This is an optimization exercise on Yosys and OpenROAD, whose aim is small area, a short achievable clock period and few clock cycles per item, not a production implementation. The RTL was checked by simulation tests, not by an equivalence proof against the original design.

==> try-pepper <==
Design b85_codec, start of the top module:
module b85_codec (
    input  wire        clk,
    input  wire        rst,         
    input  wire        in_valid,
    output wire        in_ready,
    input  wire        in_mode,     
    input  wire [39:0] in_data,
    output wire        out_valid,
    input  wire        out_ready,
    output wire [39:0] out_data,
    output wire [1:0]  out_err
);
    reg        ir_v, ir_mode;       
    reg [39:0] ir_data;
    reg        sk_v, sk_mode;       
    reg [39:0] sk_data;
    reg        rdy;                 
    reg        o_v;                 
    reg [39:0] o_data;
    reg [1:0]  o_err;
    assign in_ready  = rdy;
    assign out_valid = o_v;
    assign out_data  = o_data;
    assign out_err   = o_err;
    wire acc     = in_valid & rdy;
    wire o_adv   = !o_v | out_ready;       
    wire ir_free = !ir_v | o_adv;          
    wire [9:0] c0;
wire c0_1 = ir_data[0] ^ ir_data[8];
wire c0_2 = ir_data[0] & ir_data[8];
wire c0_3, c0_4;
b85_fa c0_3_i (.a(ir_data[1]), .b(ir_data[9]), .c(ir_data[17]), .s(c0_3), .co(c0_4));
wire c0_5, c0_6;
b85_fa c0_5_i (.a(ir_data[2]), .b(ir_data[10]), .c(ir_data[18]), .s(c0_5), .co(c0_6));
wire c0_7, c0_8;
b85_fa c0_7_i (.a(ir_data[3]), .b(ir_data[11]), .c(ir_data[19]), .s(c0_7), .co(c0_8));
wire c0_9, c0_10;
b85_fa c0_9_i (.a(ir_data[4]), .b(ir_data[12]), .c(ir_data[20]), .s(c0_9), .co(c0_10));
wire c0_11, c0_12;
b85_fa c0_11_i (.a(ir_data[5]), .b(ir_data[13]), .c(ir_data[21]), .s(c0_11), .co(c0_12));
wire c0_13, c0_14;
b85_fa c0_13_i (.a(ir_data[6]), .b(ir_data[14]), .c(ir_data[22]), .s(c0_13), .co(c0_14));
wire c0_15, c0_16;
  ...
==> flow/config.mk <==
export PLATFORM = sky130hd
export DESIGN_NAME = b85_codec
export DESIGN_NICKNAME = b85_codec
export VERILOG_FILES = /design/flow/design.v
export SDC_FILE = /design/flow/constraint.sdc
export NUM_CORES = 4
export LEC_CHECK = 0
export CAP_MARGIN = 20
export CORE_MARGIN = 2
export CORE_UTILIZATION = 40
export SLEW_MARGIN = 20
export SYNTH_HIERARCHICAL = 1
==> flow/constraint.sdc <==
create_clock -name core_clock -period 30.0 [get_ports {clk}]
set_input_delay 6.0000 -clock core_clock [delete_from_list [all_inputs] [get_ports {clk}]]
set_output_delay 6.0000 -clock core_clock [all_outputs]
set_load 0.01 [all_outputs]
run.sh (not shown) runs the stock make flow with config.mk's settings and CLKGATE_MAP_FILE= SYNTH_SCRIPT=/design/flow/synth_recipe.tcl, a recipe that flattens the netlist after the stock synthesis.
==> inputs of try-harbor, as changes to try-pepper <==
--- a/flow/design.v
+++ b/flow/design.v
@@ -23,20 +23,23 @@
     reg        ir_v, ir_mode;       
     reg [39:0] ir_data;
     reg        sk_v, sk_mode;       
     reg [39:0] sk_data;
     reg        rdy;                 
+    reg        m_v, m_mode;         
+    reg [42:0] m_p;                 
     reg        o_v;                 
     reg [39:0] o_data;
     reg [1:0]  o_err;
     assign in_ready  = rdy;
     assign out_valid = o_v;
     assign out_data  = o_data;
     assign out_err   = o_err;
     wire acc     = in_valid & rdy;
     wire o_adv   = !o_v | out_ready;       
-    wire ir_free = !ir_v | o_adv;          
+    wire m_adv   = !m_v | o_adv;           
+    wire ir_free = !ir_v | m_adv;          
     wire [9:0] c0;
 wire c0_1 = ir_data[0] ^ ir_data[8];
 wire c0_2 = ir_data[0] & ir_data[8];
 wire c0_3, c0_4;
 b85_fa c0_3_i (.a(ir_data[1]), .b(ir_data[9]), .c(ir_data[17]), .s(c0_3), .co(c0_4));
@@ -894,59 +897,74 @@
 wire dv_kG57 = dv_kg0[30] | (dv_kp0[30] & dv_kG42);
 wire dv_kP57 = dv_kp0[30] & dv_kP42;
 wire dv_kG58 = dv_kg0[32] | (dv_kp0[32] & dv_kG31);
 wire dv_kP58 = dv_kp0[32] & dv_kP31;
 assign dec_v = {dv_kp0[32] ^ dv_kG31, dv_kp0[31] ^ dv_kG57, dv_kp0[30] ^ dv_kG42, dv_kp0[29] ^ dv_kG56, dv_kp0[28] ^ dv_kG35, dv_kp0[27] ^ dv_kG55, dv_kp0[26] ^ dv_kG41, dv_kp0[25] ^ dv_kG54, dv_kp0[24] ^ dv_kG32, dv_kp0[23] ^ dv_kG53, dv_kp0[22] ^ dv_kG40, dv_kp0[21] ^ dv_kG52, dv_kp0[20] ^ dv_kG34, dv_kp0[19] ^ dv_kG51, dv_kp0[18] ^ dv_kG39, dv_kp0[17] ^ dv_kG50, dv_kp0[16] ^ dv_kG29, dv_kp0[15] ^ dv_kG49, dv_kp0[14] ^ dv_kG38, dv_kp0[13] ^ dv_kG48, dv_kp0[12] ^ dv_kG33, dv_kp0[11] ^ dv_kG47, dv_kp0[10] ^ dv_kG37, dv_kp0[9] ^ dv_kG46, dv_kp0[8] ^ dv_kG25, dv_kp0[7] ^ dv_kG45, dv_kp0[6] ^ dv_kG36, dv_kp0[5] ^ dv_kG44, dv_kp0[4] ^ dv_kG17, dv_kp0[3] ^ dv_kG43, dv_kp0[2] ^ dv_kG1, dv_kp0[1] ^ dv_kg0[0], dv_kp0[0]};
-    function [13:0] dm;   
-        input [13:0] t;
-        reg [8:0] s;
-        reg [1:0] f;
-        reg [6:0] q, r;
-        begin
-            s = t[13:8] + t[7:0];
-            f = (s >= 9'd255) ? 2'd3 : (s >= 9'd170) ? 2'd2 : (s >= 9'd85) ? 2'd1 : 2'd0;
-            q = {t[13:8], 1'b0} + t[13:8] + f;
-            r = s[6:0] - 7'd85 * f;
-            dm = {q, r};
-        end
+    wire [8:0] x0 = c0[7:0] + c0[9:8];
+    wire [8:0] x1 = c1[7:0] + c1[12:8] + 3 * c0[9:8];
+    wire [8:0] x2 = c2[7:0] + c2[13:8] + 3 * c1[12:8];
+    wire [8:0] x3 = c3[7:0] + c3[12:8] + 3 * c2[13:8];
+    wire [6:0] x4 = 3 * c3[12:8];
+    wire [8:0] y0 = m_p[8:0], y1 = m_p[17:9], y2 = m_p[26:18], y3 = m_p[35:27];
+    wire [6:0] y4 = m_p[42:36];
+    function [2:0] fd;
+        input [8:0] y;
+        fd = (y >= 9'd340) ? 3'd4 : (y >= 9'd255) ? 3'd3 : (y >= 9'd170) ? 3'd2 : (y >= 9'd85) ? 3'd1 : 3'd0;
+    endfunction
+    wire [2:0] f0 = fd(y0), f1 = fd(y1), f2 = fd(y2), f3 = fd(y3);
+    function [6:0] tk;   
+        input [2:0] fj;
+        input [2:0] fp;
+        tk = {4'd0, fp} - 7'd85 * fj;
     endfunction
-    wire [13:0] m0 = dm({4'd0, c0}), m1 = dm({1'd0, c1}), m2 = dm(c2), m3 = dm({1'd0, c3});
-    wire [6:0]  q0 = m0[13:7], q1 = m1[13:7], q2 = m2[13:7], q3 = m3[13:7];
-    wire [6:0]  r0 = m0[6:0],  r1 = m1[6:0],  r2 = m2[6:0],  r3 = m3[6:0];
-    wire [7:0] w1 = r1 + q0, w2 = r2 + q1, w3 = r3 + q2;
-    wire e1  = (w1 >= 8'd85);
-    wire e2  = e1 ? (w2 >= 8'd84) : (w2 >= 8'd85);
-    wire [1:0] e3 = e2 ? ((w3 >= 8'd169) ? 2'd2 : (w3 >= 8'd84) ? 2'd1 : 2'd0)
-                       : ((w3 >= 8'd170) ? 2'd2 : (w3 >= 8'd85) ? 2'd1 : 2'd0);
-    wire [7:0] u2 = w2 + e1, u3 = w3 + e2;
-    wire [6:0] v0 = r0;
-    wire [6:0] v1 = e1 ? w1 - 8'd85 : w1;
-    wire [6:0] v2 = e2 ? u2 - 8'd85 : u2;
-    wire [6:0] v3 = (e3 == 2'd2) ? u3 - 8'd170 : (e3 == 2'd1) ? u3 - 8'd85 : u3;
-    wire [6:0] v4 = q3 + e3;
-    function [7:0] e85;
-        input [6:0] v;
+    wire [6:0] t1 = y1[6:0] + tk(f1, f0);
+    wire [6:0] t2 = y2[6:0] + tk(f2, f1);
+    wire [6:0] t3 = y3[6:0] + tk(f3, f2);
+    wire e1 = (t1 >= 7'd85);
+    wire e2 = (t2 >= 7'd85) | ((t2 == 7'd84) & e1);
+    wire e3 = (t3 >= 7'd85) | ((t3 == 7'd84) & e2);
+    function [7:0] bk;
+        input [6:0] t;
+        input ep, ej;
         begin
-            e85 = {1'b0, v} + ((v >= 7'd57) ? 8'd36 : 8'd35);
+            if (ej)      bk = {1'b0, t} + (ep ? 8'd207 : 8'd206);    
+            else if (ep) bk = {1'b0, t} + ((t >= 7'd56) ? 8'd37 : 8'd36);
+            else         bk = {1'b0, t} + ((t >= 7'd57) ? 8'd36 : 8'd35);
         end
     endfunction
-    wire [39:0] enc = {e85(v4), e85(v3), e85(v2), e85(v1), e85(v0)};
+    wire [7:0] b0 = y0[7:0] + ((y0 >= 9'd255) ? 8'd36 :        
+                               (y0 >= 9'd227) ? 8'd122 :       
+                               (y0 >= 9'd170) ? 8'd121 :       
+                               (y0 >= 9'd142) ? 8'd207 :       
+                               (y0 >= 9'd85)  ? 8'd206 :       
+                               (y0 >= 9'd57)  ? 8'd36 : 8'd35);
+    wire [7:0] b1 = bk(t1, 1'b0, e1);
+    wire [7:0] b2 = bk(t2, e1, e2);
+    wire [7:0] b3 = bk(t3, e2, e3);
+    wire [6:0] v4 = y4 + f3 + e3;
+    wire [7:0] b4 = {1'b0, v4} + ((v4 >= 7'd57) ? 8'd36 : 8'd35);
+    wire [39:0] enc = {b4, b3, b2, b1, b0};
     function ok;
         input [7:0] c;
         begin
             ok = (c >= 8'd35) && (c <= 8'd120) && (c != 8'd92);
         end
     endfunction
     wire bad = !(ok(ir_data[7:0]) && ok(ir_data[15:8]) && ok(ir_data[23:16]) &&
                  ok(ir_data[31:24]) && ok(ir_data[39:32]));
-    wire [39:0] dec_data = (bad || dec_v[32]) ? 40'd0 : {8'd0, dec_v[31:0]};
-    wire [1:0]  dec_err  = bad ? 2'd1 : (dec_v[32] ? 2'd2 : 2'd0);
+    wire [42:0] p_enc = {x4, x3, x2, x1, x0};
+    wire [42:0] p_dec = {p_enc[42:34], bad, dec_v};
+    wire        m_bad    = m_p[33];
+    wire [32:0] m_dv     = m_p[32:0];
+    wire [39:0] dec_data = (m_bad || m_dv[32]) ? 40'd0 : {8'd0, m_dv[31:0]};
+    wire [1:0]  dec_err  = m_bad ? 2'd1 : (m_dv[32] ? 2'd2 : 2'd0);
     always @(posedge clk) begin
         if (rst) begin
             ir_v <= 1'b0;
             sk_v <= 1'b0;
             rdy  <= 1'b1;
+            m_v  <= 1'b0;
             o_v  <= 1'b0;
         end else begin
             if (ir_free) begin
                 ir_v <= sk_v | acc;
             end
@@ -957,12 +975,15 @@
                 end
             end else if (acc && !ir_free) begin
                 sk_v <= 1'b1;
                 rdy  <= 1'b0;
             end
+            if (m_adv) begin
+                m_v <= ir_v;
+            end
             if (o_adv) begin
-                o_v <= ir_v;
+                o_v <= m_v;
             end
         end
     end
     always @(posedge clk) begin
         if (ir_free) begin
@@ -971,11 +992,15 @@
         end
         if (!sk_v) begin
             sk_mode <= in_mode;
             sk_data <= in_data;
         end
+        if (m_adv) begin
+            m_mode <= ir_mode;
+            m_p    <= ir_mode ? p_dec : p_enc;
+        end
         if (o_adv) begin
-            o_data <= ir_mode ? dec_data : enc;
-            o_err  <= ir_mode ? dec_err : 2'd0;
+            o_data <= m_mode ? dec_data : enc;
+            o_err  <= m_mode ? dec_err : 2'd0;
         end
     end
 endmodule
==> summary.md <==
| Metric | Value |
|---|---|
| Outcome | `finished clean` |
| Final non-clock buffer share | `4.57%` |
| Crit path DAT | `15.46 ns` |
| Seq. cell area | `3390 um^2` |
| Met2 WL | `22.8 mm` |
| Drt first pass iters | `5` |
| Post-route minimum period | `15.25 ns` |
| Mean Syn Cell Area | `10.7 um^2` |
| Area of the die | `50000 um^2` |
| Synth area leaders | `fa_1 (31%), ha_1 (15%), edfxtp_1 (13%), inv_1 (4.8%), dfxtp_1 (4.7%)` |
| Via Count | `13600` |
| Post-synthesis mux area share | `3.22%` |
the above is filed under try-pepper

==> summary.md <==
| Metric | Value |
|---|---|
| Met2 WL | `21.7 mm` |
| Crit path DAT | `8.56 ns` |
| Outcome | `finished clean` |
| Synth area leaders | `fa_1 (31%), edfxtp_1 (19%), ha_1 (15%), dfxtp_1 (4.6%), inv_1 (4.4%)` |
| Post-synthesis mux area share | `3.20%` |
| Drt first pass iters | `7` |
| Mean Syn Cell Area | `11.4 um^2` |
| Via Count | `12900` |
| Seq. cell area | `4740 um^2` |
| Post-route minimum period | `8.36 ns` |
the above is filed under try-harbor

Testbench counts of try-pepper, summed over its fixed seeds: cycles 3,216, items 3,200.
Testbench counts of try-harbor, summed over its fixed seeds: cycles 3,224, items 3,200.

---

==> onyx: inputs <==
Another version of the RTL of b85_codec (not shown whole).
clock: 30.0 ns
lec_check: 0
cap_margin: 20
core_margin: 2
core_utilization: 40
slew_margin: 20
synth_hierarchical: 1
==> inputs of tundra, as changes to onyx <==
--- a/flow/design.v
+++ b/flow/design.v
@@ -23,23 +23,29 @@
     reg        ir_v, ir_mode;       
     reg [39:0] ir_data;
     reg        sk_v, sk_mode;       
     reg [39:0] sk_data;
     reg        rdy;                 
+    reg        full2, full3;        
     reg        m_v, m_mode;         
     reg [51:0] m_p;                 
     reg        o_v;                 
     reg [39:0] o_data;
     reg [1:0]  o_err;
     assign in_ready  = rdy;
     assign out_valid = o_v;
     assign out_data  = o_data;
     assign out_err   = o_err;
     wire acc     = in_valid & rdy;
+    wire stall   = !out_ready;
     wire o_adv   = !o_v | out_ready;       
-    wire m_adv   = !m_v | o_adv;           
-    wire ir_free = !ir_v | m_adv;          
+    wire m_adv   = !full2 | out_ready;     
+    wire ir_free = !full3 | out_ready;     
+    wire o_v_n  = m_v | (o_v & stall);
+    wire m_v_n  = ir_v | (full2 & stall);
+    wire ir_v_n = sk_v | acc | (full3 & stall);
+    wire sk_v_n = (sk_v | acc) & full3 & stall;
     wire [9:0] c0;
 wire c0_1, c0_2;
 b85_fa c0_1_i (.a(ir_data[0]), .b(ir_data[8]), .c(ir_data[16]), .s(c0_1), .co(c0_2));
 wire c0_3, c0_4;
 b85_fa c0_3_i (.a(ir_data[1]), .b(ir_data[9]), .c(ir_data[17]), .s(c0_3), .co(c0_4));
@@ -876,34 +882,25 @@
     wire [32:0] m_dv     = {m_hi, m_p[15:0]};
     wire [39:0] dec_data = (m_bad || m_dv[32]) ? 40'd0 : {8'd0, m_dv[31:0]};
     wire [1:0]  dec_err  = m_bad ? 2'd1 : (m_dv[32] ? 2'd2 : 2'd0);
     always @(posedge clk) begin
         if (rst) begin
-            ir_v <= 1'b0;
-            sk_v <= 1'b0;
-            rdy  <= 1'b1;
-            m_v  <= 1'b0;
-            o_v  <= 1'b0;
+            ir_v  <= 1'b0;
+            sk_v  <= 1'b0;
+            rdy   <= 1'b1;
+            m_v   <= 1'b0;
+            o_v   <= 1'b0;
+            full2 <= 1'b0;
+            full3 <= 1'b0;
         end else begin
-            if (ir_free) begin
-                ir_v <= sk_v | acc;
-            end
-            if (sk_v) begin
-                if (ir_free) begin
-                    sk_v <= 1'b0;
-                    rdy  <= 1'b1;
-                end
-            end else if (acc && !ir_free) begin
-                sk_v <= 1'b1;
-                rdy  <= 1'b0;
-            end
-            if (m_adv) begin
-                m_v <= ir_v;
-            end
-            if (o_adv) begin
-                o_v <= m_v;
-            end
+            ir_v  <= ir_v_n;
+            sk_v  <= sk_v_n;
+            rdy   <= !sk_v_n;
+            m_v   <= m_v_n;
+            o_v   <= o_v_n;
+            full2 <= m_v_n & o_v_n;
+            full3 <= ir_v_n & m_v_n & o_v_n;
         end
     end
     always @(posedge clk) begin
         if (ir_free) begin
             ir_mode <= sk_v ? sk_mode : in_mode;
==> flow/flow/run.sh (new file) <==
#!/bin/bash
# Own layout flow: the standard layout (standard.sh) unchanged, except that the
# resizer's timing repair keeps a setup margin (so it also speeds up paths that already
# meet the 30 ns clock) and the ports get buf_2 buffers instead of the resizer's choice.
# The clock, the constraints and the synthesis are the standard ones.
set -euo pipefail
export SETUP_SLACK_MARGIN=22.8
export TNS_END_PERCENT=100
export BUFFER_PORTS_ARGS="-buffer_cell sky130_fd_sc_hd__buf_2"
bash standard.sh > standard.log 2>&1
==> flow/standard.sh (new file) <==
#!/bin/bash
# synth_recipe.tcl (not shown) runs the flow's synth.tcl, then flattens the netlist and writes it again
# the make line also repeats each setting of config.mk as NAME=value (left out here)
make -C /OpenROAD-flow-scripts/flow DESIGN_CONFIG=/design/flow/config.mk WORK_HOME=/design/flow/orfs CLKGATE_MAP_FILE= SYNTH_SCRIPT=/design/flow/synth_recipe.tcl "${@:-finish}"
CORE_UTILIZATION = 65   (was 40)
removed: flow/run.sh
==> flow_results.xml <==
<?xml version="1.0" encoding="UTF-8"?>
<metrics>
  <group name="status">
    <metric name="outcome" unit="">complete, no violations</metric>
  </group>
  <group name="setup_path">
    <metric name="worst-r2r-setup-slack" unit="ns">23.13</metric>
    <metric name="timing.critical_path.depth" unit="">1</metric>
  </group>
  <group name="timing">
    <metric name="tightestPinTransition" unit="ns">1.111</metric>
    <metric name="clock-skew-final" unit="ns">0.01128</metric>
  </group>
  <group name="synth">
    <metric name="synth.avg_cell_area" unit="um2">11.56</metric>
    <metric name="netlist.area_leader.share" unit="">0.3130</metric>
    <metric name="synthCells" unit="">1737</metric>
  </group>
  <group name="layout">
    <metric name="layout-drive-gt1-share" unit="">0.1220</metric>
  </group>
  <group name="floorplanning">
    <metric name="vertical_extent_of_the_die" unit="um">179.8</metric>
  </group>
</metrics>
That was tundra.
==> flow_results.xml <==
<?xml version="1.0" encoding="UTF-8"?>
<metrics>
  <group name="synth">
    <metric name="synth_ff_type" unit="">sky130_fd_sc_hd__edfxtp_1</metric>
    <metric name="synthCells" unit="">1752</metric>
    <metric name="netlist.area_leader.share" unit="">0.3139</metric>
    <metric name="synth.avg_cell_area" unit="um2">11.43</metric>
    <metric name="mappedNetlistNets" unit="">2312</metric>
  </group>
  <group name="floorplanning">
    <metric name="vertical_extent_of_the_die" unit="um">227.7</metric>
  </group>
  <group name="global_routing">
    <metric name="antenna_found_initial" unit="">0</metric>
    <metric name="groute.layer.met3.usage" unit="">0.03559</metric>
  </group>
  <group name="layout">
    <metric name="inverters_excl_clock" unit="">234</metric>
    <metric name="layout-drive-gt1-share" unit="">0.06334</metric>
  </group>
  <group name="timing">
    <metric name="clock-skew-final" unit="ns">0.01767</metric>
  </group>
  <group name="status">
    <metric name="outcome" unit="">complete, no violations</metric>
  </group>
  <group name="setup_path">
    <metric name="path_delay_family" unit="">simple AND/OR/NAND/NOR gates</metric>
    <metric name="timing.critical_path.depth" unit="">5</metric>
  </group>
  <group name="clock_network">
    <metric name="post_cts_hold_buffer_count" unit="">0</metric>
  </group>
  <group name="drt">
    <metric name="length_of_the_first_detailed_routing_pass_in_iterations" unit="">5</metric>
  </group>
</metrics>
That was onyx.
Testbench counts of onyx, summed over its fixed seeds: cycles 3,224, items 3,200.
Testbench counts of tundra, summed over its fixed seeds: cycles 3,224, items 3,200.

## port drivers added, routing unchanged
How much do the figures lean on ideal ports? The routed layouts below were timed once more, with nothing changed but the port constraints. Step 1: set_driving_cell puts a clkbuf_16 on clk and a buf_2 on each other input, an assumption about the parent block. Step 2 also shifts input and output timing later by t, the mid clock arrival at the registers, as if the neighbouring blocks saw the same clock. Three values: no drivers, after step 1, after step 2; two values: the first two.
| run | shift t [ns] | setup WS [ns] | worst setup path after step 2 | clock arrival spread, ns |
|---|---|---|---|---|
| try-pepper | 0.531 | 14.754 / 14.754 / 14.754 | register to register | 0.021 / 0.020 |
| try-harbor | 0.507 | 21.636 / 21.636 / 21.636 | register to register | 0.009 / 0.010 |
| onyx | 0.534 | 22.360 / 22.388 / 21.855 | input to register | 0.018 / 0.017 |
| tundra | 0.512 | 23.026 / 22.972 / 22.642 | input to register | 0.012 / 0.011 |
After both steps setup and hold are still met in every run listed. The setup slack of onyx, which loses most, moves by +0.028 ns with the drivers and by -0.505 ns with both steps.
